From an optimization exercise on the open Yosys and OpenROAD flow, aimed at small area; shortcuts taken in it are not production practice. Only simulation tests tie the RTL to the original design; equivalence was not proved. Power figures rest on the tool's default switching activity, not on a simulated workload.

## oak
==> flow/design.v (excerpt) <==
module icsp_core (
    input  wire        clk,
    input  wire        rst,
    input  wire        host_we,
    input  wire [3:0]  host_addr,
    input  wire [31:0] host_wdata,
    output reg  [31:0] host_rdata,
    output wire        busy,
    output wire [1:0]  rst_lvl,
    output wire        pwr,
    output wire        dat_o,
    output wire        dat_oe,
    input  wire        dat_i,
    output wire        clk_o,
    output wire        clk_oe,
    output reg         act,
    output reg  [15:0] reg_idx,
    input  wire        reg_end,
    input  wire [15:0] reg_id,
    input  wire [31:0] reg_prog_size,
    input  wire [31:0] reg_cfg_start,
    input  wire [31:0] reg_cfg_size,
    input  wire [31:0] reg_data_start,
    input  wire [31:0] reg_data_size,
    input  wire [31:0] reg_rsv_words,
    input  wire [15:0] reg_cfg_save,
    input  wire [7:0]  reg_prog_ftype,
    input  wire [7:0]  reg_data_ftype,
    output reg         resp_valid,
    input  wire        resp_ready,
    output wire [31:0] resp_data,
    output wire        resp_last,
    output wire        resp_done
);
export LEC_CHECK = 0
export CAP_MARGIN = 20
export CORE_MARGIN = 2
export CORE_UTILIZATION = 57
export SLEW_MARGIN = 20
create_clock -name core_clock -period 10.0 [get_ports {clk}]
standard.sh (not shown) runs the stock make flow with config.mk's settings and CLKGATE_MAP_FILE= SYNTH_SCRIPT=/design/flow/synth_recipe.tcl, a recipe that flattens the netlist after the stock synthesis.
==> flow/flow/run.sh <==
#!/bin/bash
# Layout flow: the standard flow (standard.sh) with these changes:
# - synthesis: ORFS's final ABC mapping runs from flow/abc_area.script (a
#   delay-bounded, area-recovering mapping) instead of the speed script, and
#   adders are left to ABC instead of being mapped to full/half-adder cells.
#   Registers are mapped before ABC, so they match the standard synthesis.
# - every port still gets its own buffer, but a sky130_fd_sc_hd__buf_1;
# - clock tree: small clock buffers and no dummy loads.
set -euo pipefail
W=$(pwd)
export BUFFER_PORTS_ARGS="-buffer_cell sky130_fd_sc_hd__buf_1"
export CTS_ARGS="-sink_clustering_enable -repair_clock_nets -dont_use_dummy_load -buf_list {sky130_fd_sc_hd__clkbuf_4}"
bash standard.sh SYNTH_SCRIPT="$W/flow/synth_area.tcl" ADDER_MAP_FILE= > "$W/standard.log" 2>&1
==> flow/flow/abc_area.script <==
strash
dch
map -D 6000
strash
dch
map -D 6000
topo
==> flow/flow/synth_area.tcl <==
# The standard flow's synthesis (synth_recipe.tcl, one folder up) with the final ABC
# mapping run from an area-oriented script instead of ORFS's speed script.
# Registers are mapped before ABC runs, so they are the same as the standard flow's.
set here [file dirname [file normalize [info script]]]
set ::area_abc_script [file join $here abc_area.script]
proc abc {args} {
  set i [lsearch -exact $args -script]
  if { $i >= 0 } {
    lset args [expr { $i + 1 }] $::area_abc_script
  }
  puts "area abc: $args"
  yosys abc {*}$args
}
source [file join [file dirname $here] synth_recipe.tcl]
oak finished all stages; the layout is clean.
diff inputs: oak => pine
Settings: a change of CORE_UTILIZATION from 57 to 40.
==> flow/flow/run.sh <==
#!/bin/bash
# Layout flow: the standard flow (standard.sh), with two synthesis
# changes: ORFS's final ABC mapping runs from flow/abc_area.script (a
# delay-bounded, area-recovering mapping) instead of the speed script, and
# adders are left to ABC instead of being mapped to full/half-adder cells.
# Registers are mapped before ABC, so they match the standard synthesis.
set -euo pipefail
W=$(pwd)
bash standard.sh SYNTH_SCRIPT="$W/flow/synth_area.tcl" ADDER_MAP_FILE= > "$W/standard.log" 2>&1
## What came out
Total power in pine vs oak: up about 12%. Compared with oak, pine shows a sequential cell fraction of total power that is 4.0 points lower. Non-clock buffer share of cell area, oak and pine: higher on pine. The final reports for pine and oak show antenna cell count lower in the former. Delta(total track usage, pine - oak) < 0. The final reports for pine and oak show met2 usage lower in the former. pine drops fewer vias than oak. Count of clock-buffer cells in the layout sits lower in pine than in oak. As far as worst hold slack is concerned, oak and pine perform about the same. In the reports for oak and pine, the smaller power per standard cell area belongs to oak. Compare oak and pine | sequential share of cell area higher: oak.
What birch does differently from pine at the input level:
Settings: CORE_UTILIZATION: 40 -> 50.
==> flow/flow/run.sh <==
#!/bin/bash
# Layout flow: the standard flow (standard.sh) with these changes:
# - synthesis: ORFS's final ABC mapping runs from flow/abc_area.script (a
#   delay-bounded, area-recovering mapping) instead of the speed script, and
#   adders are left to ABC instead of being mapped to full/half-adder cells.
#   Registers are mapped before ABC, so they match the standard synthesis.
# - every port still gets its own buffer, but a sky130_fd_sc_hd__buf_1;
# - clock tree: small clock buffers and no dummy loads.
set -euo pipefail
W=$(pwd)
export BUFFER_PORTS_ARGS="-buffer_cell sky130_fd_sc_hd__buf_1"
export CTS_ARGS="-sink_clustering_enable -repair_clock_nets -dont_use_dummy_load -buf_list {sky130_fd_sc_hd__clkbuf_4 sky130_fd_sc_hd__clkbuf_8}"
bash standard.sh SYNTH_SCRIPT="$W/flow/synth_area.tcl" ADDER_MAP_FILE= > "$W/standard.log" 2>&1
==> comparison <==
birch vs pine, power went down by about 9%. On routed length on met1, the higher figure sits with pine, not birch. Count of cell instances traversed by the critical path: higher on pine.

* * *

Setup of JK:
icsp_core, a different RTL version from the one above (not shown whole).
Size in the first run: ~3900 cells after synthesis, about 460 flip-flops, about 27000 um^2 of cells after synthesis.
export LEC_CHECK = 0
export CAP_MARGIN = 10
export CORE_MARGIN = 2
export CORE_UTILIZATION = 50
export GPL_TIMING_DRIVEN = 0
export SLEW_MARGIN = 10
create_clock -name core_clock -period 10.0 [get_ports {clk}]
==> flow/flow/run.sh <==
#!/bin/bash
# Layout flow: the standard flow (standard.sh) with these changes:
# - synthesis: ORFS's final ABC mapping runs from flow/abc_area.script (a
#   delay-bounded, area-recovering mapping) instead of the speed script, and
#   adders are left to ABC instead of being mapped to full/half-adder cells.
#   Registers are mapped before ABC, so they match the standard synthesis.
# - every port still gets its own buffer, but a sky130_fd_sc_hd__buf_1;
# - clock tree: clkbuf_8 buffers on clusters of up to 14 sinks, no dummy loads.
set -euo pipefail
W=$(pwd)
export BUFFER_PORTS_ARGS="-buffer_cell sky130_fd_sc_hd__buf_1"
export CTS_ARGS="-sink_clustering_enable -sink_clustering_size 14 -sink_clustering_max_diameter 60 -repair_clock_nets -dont_use_dummy_load -buf_list {sky130_fd_sc_hd__clkbuf_8}"
bash standard.sh SYNTH_SCRIPT="$W/flow/synth_area.tcl" ADDER_MAP_FILE= > "$W/standard.log" 2>&1
Scripts as last shown in full above: flow/flow/abc_area.script, flow/flow/synth_area.tcl
JK went all the way through the flow, and no timing, DRC or antenna check failed.
Relative to JK, the following input files were edited for MS:
# JK
export LEC_CHECK = 0
export CAP_MARGIN = 10
export CORE_MARGIN = 2
export CORE_UTILIZATION = 50
export GPL_TIMING_DRIVEN = 0
export SLEW_MARGIN = 10
create_clock -name core_clock -period 10.0 [get_ports {clk}]
# MS
export LEC_CHECK = 0
export CAP_MARGIN = 20
export CORE_MARGIN = 2
export CORE_UTILIZATION = 50
export SLEW_MARGIN = 20
create_clock -name core_clock -period 10.0 [get_ports {clk}]
==> comparison <==
For the power share of the sequential group, MS came in 0.3 points higher than JK did. Cmp MS and JK / worst setup slack / higher: MS. Summary of MS over JK: met3 demand-to-capacity share in global routing ~0 delta; required time at the endpoint of the critical path shows an increase of 0.02 ns; buffer count excluding the clock tree in the final layout now sits lower.
For AL, these inputs were changed with respect to MS:
# MS
export LEC_CHECK = 0
export CAP_MARGIN = 20
export CORE_MARGIN = 2
export CORE_UTILIZATION = 50
export SLEW_MARGIN = 20
create_clock -name core_clock -period 10.0 [get_ports {clk}]
# AL
export LEC_CHECK = 0
export CAP_MARGIN = 20
export CORE_MARGIN = 2
export CORE_UTILIZATION = 55
export SLEW_MARGIN = 20
create_clock -name core_clock -period 10.0 [get_ports {clk}]
==> flow/flow/abc_area.script <==
strash
dch
map -D 6500
strash
dch
map -D 6500
topo
==> results.txt <==
- Final cell area: AL below MS
- Number of global-route vias before repair: AL < MS
- The non-clock buffering overhead in the final layout in AL sits 0.27 points above the value recorded for MS.
- Looking at initial cell density of the core, AL sits 5.5 points above MS.
- Changes observed in AL relative to MS: count of clock-buffer cells in the layout decreased 1, setup slack lower.
- [compare] base=MS new=AL: via count now smaller, multiplexer fraction of the synthesized cell area level.
- Compared with MS, in AL post-synthesis cell count dropped 1.7%; final critical-path share of the clock period went up.
Modified inputs, TR compared to AL
# AL
export LEC_CHECK = 0
export CAP_MARGIN = 20
export CORE_MARGIN = 2
export CORE_UTILIZATION = 55
export SLEW_MARGIN = 20
create_clock -name core_clock -period 10.0 [get_ports {clk}]
# TR
export LEC_CHECK = 0
export CAP_MARGIN = 20
export CORE_MARGIN = 2
export CORE_UTILIZATION = 59
export SLEW_MARGIN = 20
create_clock -name core_clock -period 10.0 [get_ports {clk}]
- For layout overhead on the synthesized area, AL and TR come out practically identical.
- Looking at TR and AL, the sequential share of layout area is a wash.
- As far as reported net switching power is concerned, AL and TR perform about the same.
- In the tables for TR and AL, clock insertion delay at the later pin of the skew report reads higher with TR.
- From TR to AL, sequential cell count did not move at all.
- Between TR and AL, it is TR whose utilization is higher, by 4.9 points.
- [compare] base=AL new=TR: core box area saw a decrease, clock share of power saw a decrease, via count saw an increase.
- Compared TR vs AL, and final critical delay including setup and external delays is up in TR.

* * *

Setup of the reference run:
Starting RTL as in the previous note.
Design icsp_core, start of the top module:
module icsp_core (
    input  wire        clk,
    input  wire        rst,
    input  wire        host_we,
    input  wire [3:0]  host_addr,
    input  wire [31:0] host_wdata,
    output reg  [31:0] host_rdata,
    output wire        busy,
    output wire [1:0]  rst_lvl,
    output wire        pwr,
    output wire        dat_o,
    output wire        dat_oe,
    input  wire        dat_i,
    output wire        clk_o,
    output wire        clk_oe,
    output reg         act,
    output reg  [15:0] reg_idx,
    input  wire        reg_end,
    input  wire [15:0] reg_id,
    input  wire [31:0] reg_prog_size,
    input  wire [31:0] reg_cfg_start,
    input  wire [31:0] reg_cfg_size,
    input  wire [31:0] reg_data_start,
    input  wire [31:0] reg_data_size,
    input  wire [31:0] reg_rsv_words,
    input  wire [15:0] reg_cfg_save,
    input  wire [7:0]  reg_prog_ftype,
    input  wire [7:0]  reg_data_ftype,
    output wire        resp_valid,
    input  wire        resp_ready,
    output wire [31:0] resp_data,
    output wire        resp_last,
    output wire        resp_done
);
    localparam [31:0] DEF_PROG_END   = 32'h0000_07FF;
    localparam [31:0] DEF_CFG_START  = 32'h0000_2000;
    localparam [31:0] DEF_CFG_END    = 32'h0000_2007;
    localparam [31:0] DEF_DATA_START = 32'h0000_2100;
    localparam [31:0] DEF_DATA_END   = 32'h0000_217F;
    localparam [31:0] DEF_RSV_START  = 32'h0000_0800;
    localparam [1:0] M_OFF = 2'd0, M_PROG = 2'd1, M_CFG = 2'd2;
    localparam [2:0] CST_OK = 3'd1, CST_ILLEGAL = 3'd2, CST_IDENT = 3'd3, CST_NOTDET = 3'd4;
    localparam [1:0] DET_IDENT = 2'd1, DET_NOTPRES = 2'd2, DET_UNID = 2'd3;
    localparam [2:0] OP_ENTER = 3'd0, OP_EXIT = 3'd1, OP_CMD = 3'd2,
                     OP_SIMPLE = 3'd3, OP_WRITE = 3'd4, OP_READ = 3'd5;
    localparam [4:0]
        S_IDLE       = 5'd0,
  ...
Settings: LEC_CHECK=0, CAP_MARGIN=20, CORE_MARGIN=2, CORE_UTILIZATION=55, SLEW_MARGIN=20; clock period 10.0 ns.
==> flow/flow/abc_area.script <==
strash
dch
map -D 7000
strash
dch
map -D 7000
topo
Scripts as last shown in full above: flow/flow/run.sh, flow/flow/synth_area.tcl
Inputs modified between the reference run and the trial run:
-- flow/flow/run.sh --
<<< the reference run, line 10
W=$(pwd)
export BUFFER_PORTS_ARGS="-buffer_cell sky130_fd_sc_hd__buf_1"
export CTS_ARGS="-sink_clustering_enable -sink_clustering_size 14 -sink_clustering_max_diameter 60 -repair_clock_nets -dont_use_dummy_load -buf_list {sky130_fd_sc_hd__clkbuf_8}"
bash standard.sh SYNTH_SCRIPT="$W/flow/synth_area.tcl" ADDER_MAP_FILE= > "$W/standard.log" 2>&1
>>> the trial run, line 10
W=$(pwd)
export BUFFER_PORTS_ARGS="-buffer_cell sky130_fd_sc_hd__buf_1"
export CTS_ARGS="-sink_clustering_enable -sink_clustering_size 24 -sink_clustering_max_diameter 80 -repair_clock_nets -dont_use_dummy_load -buf_list {sky130_fd_sc_hd__clkbuf_16}"
bash standard.sh SYNTH_SCRIPT="$W/flow/synth_area.tcl" ADDER_MAP_FILE= > "$W/standard.log" 2>&1
==> flow/flow/abc_area.script <==
strash
dch
map -D 6000
strash
dch
map -D 6000
topo
-- flow/config.mk --
<<< the reference run, line 8
export CAP_MARGIN = 20
export CORE_MARGIN = 2
export CORE_UTILIZATION = 55
export SLEW_MARGIN = 20
>>> the trial run, line 8
export CAP_MARGIN = 20
export CORE_MARGIN = 2
export CORE_UTILIZATION = 50
export SLEW_MARGIN = 20
[summary]
Diff the reference run -> the trial run: switching part of the total went down 1.5 points; non-clock buffer count lower; critical path depth lower; worst ir drop on vdd went down by about 4.4%.
For the reference run and the trial run, there was not a single run that failed to finish clean.
Compared the reference run against the trial run; clock-pin slew of the registers on the worst-case setup and hold paths within noise.

-- port drivers added, routing unchanged --
How much do the figures lean on ideal ports? The routed layouts below were timed once more, with nothing changed but the port constraints. Step 1: set_driving_cell puts a clkbuf_16 on clk and a buf_2 on each other input, an assumption about the parent block. Step 2 moves the port delays by t, midway between the first and last clock arrival at a register: inputs arrive t later, outputs are due t later. That takes back most of the time a late clock gives input paths. a / b / c = no drivers / after step 1 / after step 2; a / b = the first two.
run	t (ns)	setup WS [ns]	latest minus earliest clock arrival (ns)	pins driven straight from the clock port
oak	1.076	0.653 / 0.653 / 0.653	0.094 / 0.094	1
pine	0.707	0.908 / 0.908 / 0.908	0.042 / 0.042	1
birch	0.722	0.862 / 0.862 / 0.862	0.067 / 0.067	1
JK	0.748	0.620 / 0.620 / 0.620	0.097 / 0.098	1
MS	0.724	0.924 / 0.924 / 0.924	0.079 / 0.078	1
AL	0.722	0.774 / 0.774 / 0.774	0.069 / 0.069	1
TR	0.721	0.541 / 0.541 / 0.541	0.088 / 0.088	1
the reference run	0.732	0.750 / 0.750 / 0.750	0.040 / 0.041	1
the trial run	0.632	0.869 / 0.869 / 0.869	0.053 / 0.052	1
After both steps every run listed still meets setup and hold.
